What follows belongs to an exercise in optimizing a design on an open flow for small area; a production flow would make more cautious choices. Function was checked by simulation only, so behaviour that the tests miss may differ from the original.

$ cat flow/design.v
module cbc_can_decode (
    input  wire [28:0] id,
    input  wire [3:0]  len,
    input  wire [63:0] data,      
    output wire        we_doors,
    output wire        we_rpm,
    output wire        we_odo,
    output wire        we_speed,
    output wire        we_fuel,
    output wire        we_temp,
    output wire        we_wheel,
    output wire        we_bonnet,
    output wire        short_frame,
    output wire        fr_door,
    output wire        fl_door,
    output wire        rl_door,
    output wire        rr_door,
    output wire        tailgate,
    output wire        bonnet,
    output wire [15:0] rpm,
    output wire [31:0] odometer,
    output wire [15:0] speed,
    output wire [7:0]  fuel_lvl,
    output wire        low_fuel,
    output wire [15:0] temp,
    output wire [7:0]  wheel
);
    wire [7:0] d0 = data[7:0];
    wire [7:0] d1 = data[15:8];
    wire [7:0] d2 = data[23:16];
    wire [7:0] d3 = data[31:24];
    wire [7:0] d4 = data[39:32];
    wire [7:0] d5 = data[47:40];
    wire [7:0] d6 = data[55:48];
    wire [7:0] d7 = data[63:56];
    wire [3:0] elen = (len > 4'd8) ? 4'd8 : len;
    reg [7:0] hit;        
    reg [3:0] need;
    always @* begin
        hit  = 8'd0;
        need = 4'd0;
        case (id)
            29'h350: begin hit[0] = 1'b1; need = 4'd8; end
            29'h186: begin hit[1] = 1'b1; need = 4'd2; end
            29'h5D7: begin hit[2] = 1'b1; need = 4'd6; end
            29'h354: begin hit[3] = 1'b1; need = 4'd2; end
            29'h6FB: begin hit[4] = 1'b1; need = 4'd4; end
            29'h5DA: begin hit[5] = 1'b1; need = 4'd1; end
            29'h0C6: begin hit[6] = 1'b1; need = 4'd2; end
            29'h4F8: begin hit[7] = 1'b1; need = 4'd1; end
            default: ;
        endcase
    end
    wire long_enough = (elen >= need);
    wire [7:0] we = long_enough ? hit : 8'd0;
    assign we_doors    = we[0];
    assign we_rpm      = we[1];
    assign we_odo      = we[2];
    assign we_speed    = we[3];
    assign we_fuel     = we[4];
    assign we_temp     = we[5];
    assign we_wheel    = we[6];
    assign we_bonnet   = we[7];
    assign short_frame = (|hit) & ~long_enough;
    assign fr_door  = data[51];
    assign fl_door  = data[53];
    assign rl_door  = data[57];
    assign rr_door  = data[57];
    assign tailgate = data[35];
    wire [15:0] raw01 = {d0, d1};
    assign rpm = raw01 / 16'd10;
    wire [31:0] raw25 = {d2, d3, d4, d5};
    wire [27:0] raw25_sh = raw25[31:4];
    wire [27:0] odo_q = raw25_sh / 28'd100;
    assign odometer = {4'd0, odo_q};
    assign speed = raw01 / 16'd100;
    assign fuel_lvl = {1'b0, d3[7:1]};
    assign low_fuel = d3[7];
    assign temp = {8'd0, d0} - 16'd40;
    wire signed [17:0] wheel_off = $signed({2'b00, raw01}) - 18'sd32900;
    wire signed [17:0] wheel_q   = wheel_off / 18'sd50;    
    assign wheel = wheel_q[7:0];
    assign bonnet = ~d0[3];
endmodule
module cbc_encoder #(
    parameter [15:0] VOLT_X100 = 16'h04B0
) (
    input  wire [5:0]  pos,
    input  wire        fr_door,
    input  wire        fl_door,
    input  wire        rl_door,
    input  wire        rr_door,
    input  wire        tailgate,
    input  wire        bonnet,
    input  wire [15:0] rpm,
    input  wire [15:0] speed,
    input  wire [31:0] odometer,
    input  wire [7:0]  fuel_lvl,
    input  wire [15:0] temp,
    input  wire [7:0]  wheel,
    input  wire [7:0]  flags,
    output reg  [7:0]  byte_out
);
    wire [7:0] doors = {2'b00, bonnet, tailgate, rr_door, rl_door, fr_door, fl_door};
    wire [7:0] chk1  = ~(8'h41 + 8'h02 + 8'h01 + doors);
    wire [15:0] sp  = speed * 16'd100;
    wire [23:0] odo = odometer[23:0];
    wire [7:0] sum2 = 8'h41 + 8'h0D + 8'h02
                    + rpm[15:8] + rpm[7:0]
                    + sp[15:8] + sp[7:0]
                    + VOLT_X100[15:8] + VOLT_X100[7:0]
                    + temp[15:8] + temp[7:0]
                    + odo[23:16] + odo[15:8] + odo[7:0]
                    + fuel_lvl;
    wire [7:0] chk2 = ~sum2;
    wire [7:0] chk3 = ~(8'h41 + 8'h02 + 8'h03 + flags);
    wire signed [15:0] wheel_x27 = $signed(wheel) * 16'sd27;
    wire signed [15:0] angle     = wheel_x27 / 16'sd5;    
    wire [7:0] chk4 = ~(8'h26 + 8'h02 + angle[7:0] + angle[15:8]);
    always @* begin
        case (pos)
            6'd0:  byte_out = 8'hFF;
            6'd1:  byte_out = 8'h2E;
            6'd2:  byte_out = 8'h41;
            6'd3:  byte_out = 8'h02;
            6'd4:  byte_out = 8'h01;
            6'd5:  byte_out = doors;
            6'd6:  byte_out = chk1;
            6'd7:  byte_out = 8'h2E;
            6'd8:  byte_out = 8'h41;
            6'd9:  byte_out = 8'h0D;
            6'd10: byte_out = 8'h02;
            6'd11: byte_out = rpm[15:8];
            6'd12: byte_out = rpm[7:0];
            6'd13: byte_out = sp[15:8];
            6'd14: byte_out = sp[7:0];
            6'd15: byte_out = VOLT_X100[15:8];
            6'd16: byte_out = VOLT_X100[7:0];
            6'd17: byte_out = temp[15:8];
            6'd18: byte_out = temp[7:0];
            6'd19: byte_out = odo[23:16];
            6'd20: byte_out = odo[15:8];
            6'd21: byte_out = odo[7:0];
            6'd22: byte_out = fuel_lvl;
            6'd23: byte_out = chk2;
            6'd24: byte_out = 8'h2E;
            6'd25: byte_out = 8'h41;
            6'd26: byte_out = 8'h02;
            6'd27: byte_out = 8'h03;
            6'd28: byte_out = flags;
            6'd29: byte_out = chk3;
            6'd30: byte_out = 8'h2E;
            6'd31: byte_out = 8'h26;
            6'd32: byte_out = 8'h02;
            6'd33: byte_out = angle[7:0];
            6'd34: byte_out = angle[15:8];
            6'd35: byte_out = chk4;
            default: byte_out = 8'h00;
        endcase
    end
endmodule
module canbox_bridge #(
    parameter [15:0] VOLT_X100 = 16'h04B0
) (
    input  wire        clk,
    input  wire        rst,           
    input  wire        rx_valid,
    output wire        rx_ready,
    input  wire [7:0]  rx_data,
    input  wire        can_valid,
    output wire        can_ready,
    input  wire [28:0] can_id,
    input  wire [3:0]  can_len,
    input  wire [63:0] can_data,
    input  wire        tick_valid,
    output wire        tick_ready,
    output wire        tx_valid,
    input  wire        tx_ready,
    output wire [7:0]  tx_data,
    input  wire        strict_chk,
    output reg         err_frame_too_large,
    output reg         err_checksum,
    output reg         err_can_short
);
    localparam [2:0] S_WAIT = 3'd0, S_CMD = 3'd1, S_LEN = 3'd2, S_DATA = 3'd3, S_CRC = 3'd4;
    localparam [7:0] START   = 8'h2E;
    localparam [7:0] CMD_INJ = 8'hEE;
    localparam [7:0] MAX_LEN = 8'd28;
    reg [2:0]   fs;
    reg [5:0]   idx;
    reg [255:0] buf_q;               
    reg         fr_door, fl_door, rl_door, rr_door, tailgate, bonnet;
    reg [15:0]  rpm;
    reg [15:0]  speed;
    reg [31:0]  odometer;
    reg [7:0]   fuel_lvl;
    reg         low_fuel;
    reg         low_voltage;         
    reg [15:0]  temp;
    reg [7:0]   wheel;
    reg [7:0]   last_flags;
    reg         busy;                
    reg [5:0]   pos;                 
    reg         bcast;               
    reg [1:0]   rr_first;
    reg g_rx, g_can, g_tick;
    always @* begin
        g_rx = 1'b0; g_can = 1'b0; g_tick = 1'b0;
        if (!busy) begin
            case (rr_first)
                2'd0: begin
                    if (rx_valid)        g_rx   = 1'b1;
                    else if (can_valid)  g_can  = 1'b1;
                    else if (tick_valid) g_tick = 1'b1;
                end
                2'd1: begin
                    if (can_valid)       g_can  = 1'b1;
                    else if (tick_valid) g_tick = 1'b1;
                    else if (rx_valid)   g_rx   = 1'b1;
                end
                default: begin
                    if (tick_valid)      g_tick = 1'b1;
                    else if (rx_valid)   g_rx   = 1'b1;
                    else if (can_valid)  g_can  = 1'b1;
                end
            endcase
        end
    end
    assign rx_ready   = g_rx;
    assign can_ready  = g_can;
    assign tick_ready = g_tick;
    wire acc_rx   = rx_valid   & g_rx;
    wire acc_can  = can_valid  & g_can;
    wire acc_tick = tick_valid & g_tick;
    wire [7:0] b = rx_data;
    reg [255:0] buf_n;
    always @* begin
        buf_n = buf_q;
        buf_n[idx[4:0]*8 +: 8] = b;
    end
    reg [7:0] frame_sum;
    integer k;
    always @* begin
        frame_sum = 8'd0;
        for (k = 1; k < 32; k = k + 1)
            frame_sum = frame_sum + buf_q[8*k +: 8];
    end
    wire       completing = acc_rx && (fs == S_CRC);
    wire       chk_ok     = ((~frame_sum) == b);
    wire       dispatch   = completing && (!strict_chk || chk_ok);
    wire       inject     = dispatch && (buf_n[15:8] == CMD_INJ);
    wire [28:0] dec_id   = acc_can ? can_id   : {21'd0, buf_n[39:32]};
    wire [3:0]  dec_len  = acc_can ? can_len  : 4'd8;
    wire [63:0] dec_data = acc_can ? can_data : buf_n[119:56];
    wire        dec_go   = acc_can | inject;
    wire        we_doors, we_rpm, we_odo, we_speed, we_fuel, we_temp, we_wheel, we_bonnet;
    wire        dec_short;
    wire        n_fr_door, n_fl_door, n_rl_door, n_rr_door, n_tailgate, n_bonnet;
    wire [15:0] n_rpm, n_speed, n_temp;
    wire [31:0] n_odometer;
    wire [7:0]  n_fuel_lvl, n_wheel;
    wire        n_low_fuel;
    cbc_can_decode u_dec (
        .id(dec_id), .len(dec_len), .data(dec_data),
        .we_doors(we_doors), .we_rpm(we_rpm), .we_odo(we_odo), .we_speed(we_speed),
        .we_fuel(we_fuel), .we_temp(we_temp), .we_wheel(we_wheel), .we_bonnet(we_bonnet),
        .short_frame(dec_short),
        .fr_door(n_fr_door), .fl_door(n_fl_door), .rl_door(n_rl_door), .rr_door(n_rr_door),
        .tailgate(n_tailgate), .bonnet(n_bonnet),
        .rpm(n_rpm), .odometer(n_odometer), .speed(n_speed),
        .fuel_lvl(n_fuel_lvl), .low_fuel(n_low_fuel), .temp(n_temp), .wheel(n_wheel)
    );
    wire [7:0] flags = {low_fuel, low_voltage, 6'd0};
    wire [7:0] enc_byte;
    cbc_encoder #(.VOLT_X100(VOLT_X100)) u_enc (
        .pos(pos),
        .fr_door(fr_door), .fl_door(fl_door), .rl_door(rl_door), .rr_door(rr_door),
        .tailgate(tailgate), .bonnet(bonnet),
        .rpm(rpm), .speed(speed), .odometer(odometer), .fuel_lvl(fuel_lvl),
        .temp(temp), .wheel(wheel), .flags(flags),
        .byte_out(enc_byte)
    );
    assign tx_valid = busy;
    assign tx_data  = enc_byte;
    wire   tx_fire  = busy & tx_ready;
    always @(posedge clk) begin
        if (rst) begin
            fs          <= S_WAIT;
            idx         <= 6'd0;
            buf_q       <= 256'd0;
            fr_door     <= 1'b0;
            fl_door     <= 1'b0;
            rl_door     <= 1'b0;
            rr_door     <= 1'b0;
            tailgate    <= 1'b0;
            bonnet      <= 1'b0;
            rpm         <= 16'd0;
            speed       <= 16'd0;
            odometer    <= 32'd0;
            fuel_lvl    <= 8'd0;
            low_fuel    <= 1'b0;
            low_voltage <= 1'b0;
            temp        <= 16'd0;
            wheel       <= 8'd0;
            last_flags  <= 8'd0;
            busy        <= 1'b0;
            pos         <= 6'd0;
            bcast       <= 1'b0;
            rr_first    <= 2'd0;
            err_frame_too_large <= 1'b0;
            err_checksum        <= 1'b0;
            err_can_short       <= 1'b0;
        end else begin
            err_frame_too_large <= 1'b0;
            err_checksum        <= 1'b0;
            err_can_short       <= acc_can & dec_short;
            if (acc_rx)   rr_first <= 2'd1;
            if (acc_can)  rr_first <= 2'd2;
            if (acc_tick) rr_first <= 2'd0;
            if (acc_rx) begin
                case (fs)
                    S_WAIT: begin
                        if (b == START) begin
                            buf_q       <= {248'd0, START};
                            idx         <= 6'd1;
                            fs          <= S_CMD;
                        end
                    end
                    S_CMD: begin
                        buf_q[15:8] <= b;
                        idx         <= 6'd2;
                        fs          <= S_LEN;
                    end
                    S_LEN: begin
                        buf_q[23:16] <= b;
                        if (b > MAX_LEN) begin
                            err_frame_too_large <= 1'b1;
                            idx <= 6'd0;
                            fs  <= S_WAIT;
                        end else begin
                            idx <= 6'd3;
                            fs  <= (b == 8'd0) ? S_CRC : S_DATA;
                        end
                    end
                    S_DATA: begin
                        buf_q <= buf_n;
                        idx   <= idx + 6'd1;
                        if ({2'b00, idx} + 8'd1 - 8'd3 >= buf_q[23:16])
                            fs <= S_CRC;
                    end
                    S_CRC: begin
                        buf_q <= buf_n;
                        idx   <= 6'd0;
                        fs    <= S_WAIT;
                        if (strict_chk && !chk_ok)
                            err_checksum <= 1'b1;
                    end
                    default: begin
                        idx <= 6'd0;
                        fs  <= S_WAIT;
                    end
                endcase
            end
            if (dec_go) begin
                if (we_doors) begin
                    fr_door  <= n_fr_door;
                    fl_door  <= n_fl_door;
                    rl_door  <= n_rl_door;
                    rr_door  <= n_rr_door;
                    tailgate <= n_tailgate;
                end
                if (we_rpm)    rpm      <= n_rpm;
                if (we_odo)    odometer <= n_odometer;
                if (we_speed)  speed    <= n_speed;
                if (we_fuel) begin
                    fuel_lvl <= n_fuel_lvl;
                    low_fuel <= n_low_fuel;
                end
                if (we_temp)   temp     <= n_temp;
                if (we_wheel)  wheel    <= n_wheel;
                if (we_bonnet) bonnet   <= n_bonnet;
            end
            if (completing) begin
                busy  <= 1'b1;
                pos   <= 6'd0;
                bcast <= inject;
            end else if (acc_tick) begin
                busy  <= 1'b1;
                pos   <= 6'd1;
                bcast <= 1'b1;
            end else if (tx_fire) begin
                if (pos == 6'd0 && !bcast) begin
                    busy <= 1'b0;
                end else if (pos == 6'd35) begin
                    busy <= 1'b0;
                end else if (pos == 6'd23) begin
                    pos <= (flags != last_flags) ? 6'd24 : 6'd30;
                end else begin
                    if (pos == 6'd29)
                        last_flags <= flags;
                    pos <= pos + 6'd1;
                end
            end
        end
    end
endmodule
$ cat flow/run.sh
#!/bin/bash
# synth_recipe.tcl (not shown) runs the flow's synth.tcl, then flattens the netlist and writes it again
# the make line also repeats each setting of config.mk as NAME=value (left out here)
make -C /OpenROAD-flow-scripts/flow DESIGN_CONFIG=/design/flow/config.mk WORK_HOME=/design/flow/orfs CLKGATE_MAP_FILE= SYNTH_SCRIPT=/design/flow/synth_recipe.tcl finish
$ cat flow/config.mk
export PLATFORM = sky130hd
export DESIGN_NAME = canbox_bridge
export DESIGN_NICKNAME = canbox_bridge
export VERILOG_FILES = /design/flow/design.v
export SDC_FILE = /design/flow/constraint.sdc
export NUM_CORES = 4
export LEC_CHECK = 0
export CAP_MARGIN = 20
export CORE_MARGIN = 2
export CORE_UTILIZATION = 40
export SLEW_MARGIN = 20
$ cat flow/constraint.sdc
create_clock -name core_clock -period 30.0 [get_ports {clk}]
set_input_delay 6.0000 -clock core_clock [delete_from_list [all_inputs] [get_ports {clk}]]
set_output_delay 6.0000 -clock core_clock [all_outputs]
set_load 0.01 [all_outputs]
==> results of run 1 <==
cells by family (layout without fill, tap and decap cells):
family | after synthesis | count (layout) | synth area share [%]
other | 0 | 3 | 0
and+or+nand+nor | 1342 | 1342 | 17.9
muxes | 123 | 123 | 3.65
DFF | 345 | 345 | 19.9
AOI/OAI and AO/OA | 1221 | 1221 | 25.2
buffers and inverters | 547 | 579 | 6.48
adders and majority gates | 408 | 408 | 19.8
xor gates and xnor gates | 275 | 275 | 7.04
metal layers:
layer / GRT usage (%) / routed length (um) / vias to the layer above
li1: - / - / 15200
met1: 34.6 / 50400 / 15300
met2: 37.8 / 49000 / 1123
met3: 5.35 / 9450 / 164
met4: 7.92 / 3670 / 2
met5: 0 / 13 / -
synth_stat cells (62+ instances only):
master      n
a21o_1     62
a21oi_1   206
a22oi_1   237
clkbuf_1  164
dfxtp_1   345
fa_1      243
ha_1      138
inv_1     334
mux2i_1   104
nand2_1   257
nand3_1    84
nor2_1    606
nor3_1     86
o21ai_0   150
xnor2_1   212
through the flow:
stage	setup WS, ns	area (sq um)
finish	6.49	38200
global placement	6.24	36600
global route	5.27	38200
detailed placement	6.19	36600
floorplan	10.22	34600
CTS	6.79	38200
worst max-delay path: cells and delay by family:
kind | cells | cell delay [ns]
compound gates | 35 | 11.83
simple gates | 11 | 2.95
xor+xnor | 3 | 0.95
buf+inv | 2 | 0.93
fa+ha+maj | 2 | 0.71
mux | 2 | 0.60
state kept, by name, indices dropped and copies added (netlist names), 2 cells and up:
name and cells:
buf_q 248, speed 10, idx 6, rpm 13, wheel 8, fuel_lvl 6
temp 9, odometer 22, rr_first 2, fs 3, pos 6
cell type report:
cell class,instances,area [sq um]
fill,8551,47400
multi-input combinational,3369,25500
sequential,345,6910
timing repair buffer,159,1460
tap,1144,1430
inverter,340,1280
clock buffer,57,1200
clock inverter,23,377
antenna,3,7.51
final timing paths:
path,end,slack (ns),depth (start not counted),from
max,odometer[0],6.49,55,can_valid
min,last_flags[7],0.50,2,last_flags[7]
max reg2reg,odometer[0],10.91,59,idx[0]
min reg2reg,last_flags[7],0.50,2,last_flags[7]
layout by cell type, fill, tap and decap left out, drive strengths merged, types with 85 or more instances in the layout:
cell           instances
a21oi                216
a22oi                237
clkdlybuf4s50        106
dfxtp                345
fa                   243
ha                   138
inv                  341
mux2i                105
nand2                258
nand3                 85
nor2                 608
nor3                  94
o21ai                206
xnor2                215
==> results.json, run 1 <==
{
  "via_per_inst": 5.85,
  "dr.pass1.iters": 6,
  "grt_setup_unrepaired": "no",
  "place_inst": 5357,
  "cts_buffers": 43,
  "cp-start-kind": "primary input",
  "grt_max_degree": 104,
  "post_drt_wl_per_cell_um": 20.7,
  "chipWidth_um": 298,
  "hold_path_class": "register to register",
  "ys_seq_area_share_pct": 19.9,
  "syn-num-nets": 4754,
  "worst_path_max_delay_cell": "a211oi_2",
  "final_core_util_pct": 44.6,
  "die_h_um": 298,
  "setup_tns_ns": 0,
  "hold_buffers": 0,
  "root_buffer": "clkbuf_16",
  "synth_top_area_cell": "dfxtp_1",
  "synth_cell_types": 135,
  "drive_above_1_share_pct": 6.13,
  "clk_latency_ns": 0.62,
  "endpoint_kind": "register",
  "grt_pass1_wl_um": 174000,
  "synthFlopType": "dfxtp_1",
  "ys_async_sr_fraction_pct": 0,
  "wirelength_um": 113000,
  "crit_fanout": 47,
  "dp_hpwl_um": 85600,
  "synth_seq_cells": 345,
  "path_class": "primary input to register",
  "cts_buffer_depth": 3,
  "setup_viol": 0,
  "cts_tree": "done",
  "worst-slew-pin-transition_ns": 1.13,
  "place_congestion": 0.949,
  "die_area_sq_mm": 0.0890,
  "grt_pass1_vias": 29800,
  "final_nets": 4751,
  "relSlewSlack_pct": 22.6,
  "post_cts_buffers": 0,
  "row_count": 107,
  "vias": 31800,
  "clk_pin_slew_ns": 0.06,
  "period_share_pct": 78.4,
  "min_period_ns": 23.51,
  "synth_top_area_share_pct": 19.9,
  "timing.hold.ws_ns": 0.497,
  "overflow": 0,
  "clock_sinks": 345,
  "netlist_area_sq_mm": 0.0346,
  "max_cap_violations": 0,
  "final_cells": 5440,
  "ioPinCount": 127,
  "synth_edf_count": 0,
  "slowest_delay_ns": 0.68,
  "cts_resized": 0,
  "finClkSkew_ns": 0.0569,
  "avgSynthCellArea_sq_um": 8.13,
  "syn-instance-count": 4261,
  "ant_nets": 0,
  "antenna_found_initial": 3,
  "hold_viol": 0,
  "h-tree-depth": 2,
  "initial_core_util_pct": 40.5,
  "worstPathArrival_ns": 24.04,
  "drc": 0,
  "required_ns": 30.53,
  "core-area_sq_mm": 0.0855,
  "final_max_slew_viol_count": 0,
  "drtIter0Drc": 3091,
  "synth_area_leaders": "dfxtp_1 20%, fa_1 14%, nor2_1 6.6%",
  "max_freq_mhz": 42.5,
  "io_buffers": 107,
  "track_usage_pct": 24.7,
  "syn_to_final_growth_pct": 10.2,
  "outcome": "timing/DRC/antenna clean",
  "yosys_warnings": 3
}
==> inputs of run 2 (changes only) <==
--- a/flow/design.v
+++ b/flow/design.v
@@ -189,5 +189,9 @@
     reg [2:0]   fs;
     reg [5:0]   idx;
-    reg [255:0] buf_q;               
+    reg [7:0]   lenb;                
+    reg [7:0]   sum;                 
+    reg         is_ee;               
+    reg         id_c6;               
+    reg [7:0]   bd0, bd1;            
     reg         fr_door, fl_door, rl_door, rr_door, tailgate, bonnet;
     reg [15:0]  rpm;
@@ -234,23 +238,18 @@
     wire acc_tick = tick_valid & g_tick;
     wire [7:0] b = rx_data;
-    reg [255:0] buf_n;
-    always @* begin
-        buf_n = buf_q;
-        buf_n[idx[4:0]*8 +: 8] = b;
-    end
-    reg [7:0] frame_sum;
-    integer k;
-    always @* begin
-        frame_sum = 8'd0;
-        for (k = 1; k < 32; k = k + 1)
-            frame_sum = frame_sum + buf_q[8*k +: 8];
-    end
+    wire       at4 = (idx == 6'd4);
+    wire       at7 = (idx == 6'd7);
+    wire       at8 = (idx == 6'd8);
+    wire [7:0] frame_sum = sum;
     wire       completing = acc_rx && (fs == S_CRC);
     wire       chk_ok     = ((~frame_sum) == b);
     wire       dispatch   = completing && (!strict_chk || chk_ok);
-    wire       inject     = dispatch && (buf_n[15:8] == CMD_INJ);
-    wire [28:0] dec_id   = acc_can ? can_id   : {21'd0, buf_n[39:32]};
+    wire       inject     = dispatch && is_ee;
+    wire        n_c6     = at4 ? (b == 8'hC6) : id_c6;
+    wire [7:0]  n_d0     = at7 ? b : bd0;
+    wire [7:0]  n_d1     = at8 ? b : bd1;
+    wire [28:0] dec_id   = acc_can ? can_id   : (n_c6 ? 29'h0C6 : 29'h0);
     wire [3:0]  dec_len  = acc_can ? can_len  : 4'd8;
-    wire [63:0] dec_data = acc_can ? can_data : buf_n[119:56];
+    wire [63:0] dec_data = acc_can ? can_data : {48'd0, n_d1, n_d0};
     wire        dec_go   = acc_can | inject;
     wire        we_doors, we_rpm, we_odo, we_speed, we_fuel, we_temp, we_wheel, we_bonnet;
@@ -288,5 +287,5 @@
             fs          <= S_WAIT;
             idx         <= 6'd0;
-            buf_q       <= 256'd0;
+            lenb <= 8'd0; sum <= 8'd0; is_ee <= 1'b0; id_c6 <= 1'b0; bd0 <= 8'd0; bd1 <= 8'd0;
             fr_door     <= 1'b0;
             fl_door     <= 1'b0;
@@ -322,5 +321,5 @@
                     S_WAIT: begin
                         if (b == START) begin
-                            buf_q       <= {248'd0, START};
+                            id_c6 <= 1'b0; bd0 <= 8'd0; bd1 <= 8'd0;
                             idx         <= 6'd1;
                             fs          <= S_CMD;
@@ -328,10 +327,10 @@
                     end
                     S_CMD: begin
-                        buf_q[15:8] <= b;
+                        sum <= b; is_ee <= (b == CMD_INJ);
                         idx         <= 6'd2;
                         fs          <= S_LEN;
                     end
                     S_LEN: begin
-                        buf_q[23:16] <= b;
+                        lenb <= b; sum <= sum + b;
                         if (b > MAX_LEN) begin
                             err_frame_too_large <= 1'b1;
@@ -344,11 +343,11 @@
                     end
                     S_DATA: begin
-                        buf_q <= buf_n;
+                        sum <= sum + b; id_c6 <= n_c6; bd0 <= n_d0; bd1 <= n_d1;
                         idx   <= idx + 6'd1;
-                        if ({2'b00, idx} + 8'd1 - 8'd3 >= buf_q[23:16])
+                        if ({2'b00, idx} + 8'd1 - 8'd3 >= lenb)
                             fs <= S_CRC;
                     end
                     S_CRC: begin
-                        buf_q <= buf_n;
+                        id_c6 <= n_c6; bd0 <= n_d0; bd1 <= n_d1;
                         idx   <= 6'd0;
                         fs    <= S_WAIT;
==> results.json, run 2 <==
{
  "outcome": "timing/DRC/antenna clean",
  "final_cells": 3783,
  "worst_path_max_delay_cell": "clkdlybuf4s50_1",
  "synth_top_area_share_pct": 11.9,
  "layout_commonest_cell": "nor2_1",
  "drc": 0,
  "synth_seq_cells": 131,
  "yosysMostFrequentCell": "nor2_1",
  "crit_fanout": 25,
  "dp_hpwl_um": 56500,
  "min_from": "lenb[5]",
  "final_max_slew_viol_count": 0,
  "synth_edf_count": 0,
  "cp-start-kind": "primary input",
  "syn-num-nets": 3370,
  "hold_path_class": "register to register",
  "post_drt_wl_per_cell_um": 19.0,
  "core-area_sq_mm": 0.0549,
  "setup_viol": 0,
  "reg2regPathDepth": 50,
  "worstPathArrival_ns": 21.98,
  "drtIter0Drc": 1946,
  "final_nets": 3368,
  "dr.pass1.iters": 6,
  "n_fill_cell": 5572,
  "ys_seq_area_share_pct": 11.9,
  "reg2reg_from": "rr_first[0]",
  "clk_latency_ns": 0.45,
  "h-tree-depth": 4,
  "place_inst": 3751,
  "antenna_found_initial": 2,
  "required_ns": 30.38,
  "ant_nets": 0,
  "min_period_ns": 21.59,
  "endpoint_kind": "register",
  "top_register": "odometer",
  "setup_tns_ns": 0,
  "synth_area_leaders": "dfxtp_1 12%, xnor2_1 7.0%, ha_1 7.0%",
  "synth_common_cells": "337 x nor2_1, 287 x nand2_1, 200 x inv_1",
  "finClkSkew_ns": 0.0249,
  "place_congestion": 0.931,
  "layout_top_registers": "odometer (22), rpm (13), speed (10)",
  "row_count": 86,
  "ioPinCount": 127,
  "hold_viol": 0,
  "clk_pin_slew_ns": 0.07,
  "netlist_area_sq_mm": 0.0221,
  "clock_sinks": 131,
  "largest_reg_flops": 22,
  "cts_buffers": 17,
  "wirelength_um": 71900,
  "worstSetupStartpoint": "can_data[19]",
  "synthFlopType": "dfxtp_1",
  "avgSynthCellArea_sq_um": 7.20,
  "vias": 23100,
  "grt_pass1_vias": 21500,
  "synth_top_area_cell": "dfxtp_1",
  "cts_buffer_depth": 2,
  "max_freq_mhz": 46.3,
  "period_share_pct": 72.0,
  "track_usage_pct": 24.7,
  "path_class": "primary input to register",
  "overflow": 0,
  "cp-endpoint": "odometer[0]",
  "grt_setup_unrepaired": "no",
  "max_cap_violations": 0,
  "fin_area_sq_mm": 0.0243,
  "r2r-end": "odometer[0]",
  "via_per_inst": 6.10,
  "yosys_warnings": 3,
  "chipWidth_um": 239,
  "mostFrequentLayoutCells": "337 x nor2_1, 287 x nand2_1, 200 x inv_1",
  "final_core_util_pct": 44.2,
  "grt_pass1_wl_um": 116000,
  "drive_above_1_share_pct": 6.14,
  "post_cts_buffers": 0,
  "cts_tree": "done",
  "syn_to_final_growth_pct": 9.75,
  "cts_resized": 0,
  "worst-slew-pin-transition_ns": 1.06,
  "root_buffer": "clkbuf_16",
  "rrSetupSlack_ns": 14.43,
  "ys_async_sr_fraction_pct": 0,
  "placed_cell_area_sq_mm": 0.0236,
  "hold_buffers": 0,
  "grt_max_degree": 70,
  "die_h_um": 239,
  "die_area_sq_mm": 0.0571,
  "initial_core_util_pct": 40.3,
  "io_buffers": 107,
  "slowest_delay_ns": 1.04,
  "diodes": 0,
  "synth_cell_types": 127,
  "syn-instance-count": 3068,
  "relSlewSlack_pct": 29.1
}
## run 2: kinds of logic (layout without fill, tap and decap cells)
family / Yosys count / in the layout / share of synthesized area (%)
buffers and inverters: 356 / 367 / 6.31
adder cells (fa/ha/maj): 215 / 215 / 14.2
flip-flops: 131 / 131 / 11.9
multiplexers: 98 / 98 / 4.66
XOR/XNOR: 222 / 222 / 9.10
AND/OR/NAND/NOR: 1110 / 1110 / 24.0
AO/OA/AOI/OAI: 936 / 936 / 29.9
## run 2: worst min-delay path by stage
stage / depth (start not counted) / slack, ns / to
6_report: 2 / 0.50 / lenb[5]
4_1_cts: 2 / 0.50 / fr_door
3_5_place_dp: 2 / 0.48 / lenb[5]
2_1_floorplan: 2 / 0.45 / fl_door
3_3_place_gp: 2 / 0.47 / lenb[5]
5_1_grt: 2 / 0.52 / fr_door
## run 2: metrics by stage
stage / hold slack (ns) / worst slack (ns)
after floorplan: 0.446 / 11.85
after global placement: 0.472 / 8.50
after detailed placement: 0.482 / 8.26
after CTS: 0.500 / 8.63
after global routing: 0.522 / 7.12
final: 0.497 / 8.41
## run 2: worst max-delay path: cells and delay by family
family / cells / cell delay (ns)
buffers and inverters: 1 / 1.04
multiplexers: 4 / 1.22
XOR/XNOR: 3 / 1.32
AO/OA/AOI/OAI: 27 / 9.07
AND/OR/NAND/NOR: 14 / 3.31
## run 2: cell type report
class / instances / area [sq um] / share of cell area (%)
inverters: 204 / 766 / 3.16
clock inverters: 14 / 169 / 0.696
well taps: 704 / 881 / 3.63
repair buffers: 131 / 1250 / 5.15
clock buffers: 18 / 439 / 1.81
multi-input cells: 2581 / 18100 / 74.7
flip-flops and latches: 131 / 2620 / 10.8
## run 2: per-layer routing
layer / track usage (%) / wire, um
met1: 34.3 / 33500
met2: 40.4 / 32800
met3: 3.29 / 4300
met4: 5.72 / 1210
met5: 0 / 14

re-timing with driven ports:
The results above use ideal ports. As a check the final layouts listed here were re-extracted and re-timed, cells and wires unchanged. Step 1: set_driving_cell puts a clkbuf_16 on clk and a buf_2 on each other input, an assumption about the parent block. Step 2 times the ports against the registers' clock, not the clock port: input delays grow and output delays shrink by t, the midpoint of the rising clock arrivals with the driver on. Three values: ideal ports, drivers, drivers and shift; two values: the first two.
run	t (ns)	slack for setup (ns)	hold slack, ns	worst slew at a driven data input, ns	pins driven straight from the clock port
run 1	0.656	6.485 / 6.520 / 5.864	0.497 / 0.497 / 0.497	0.07	1
run 2	0.492	8.406 / 8.437 / 7.944	0.497 / 0.497 / 0.497	0.09	1
After both steps setup and hold are still met in every run listed. For run 1, which loses most, drivers alone change the setup slack by +0.035 ns; drivers and shift together by -0.621 ns.
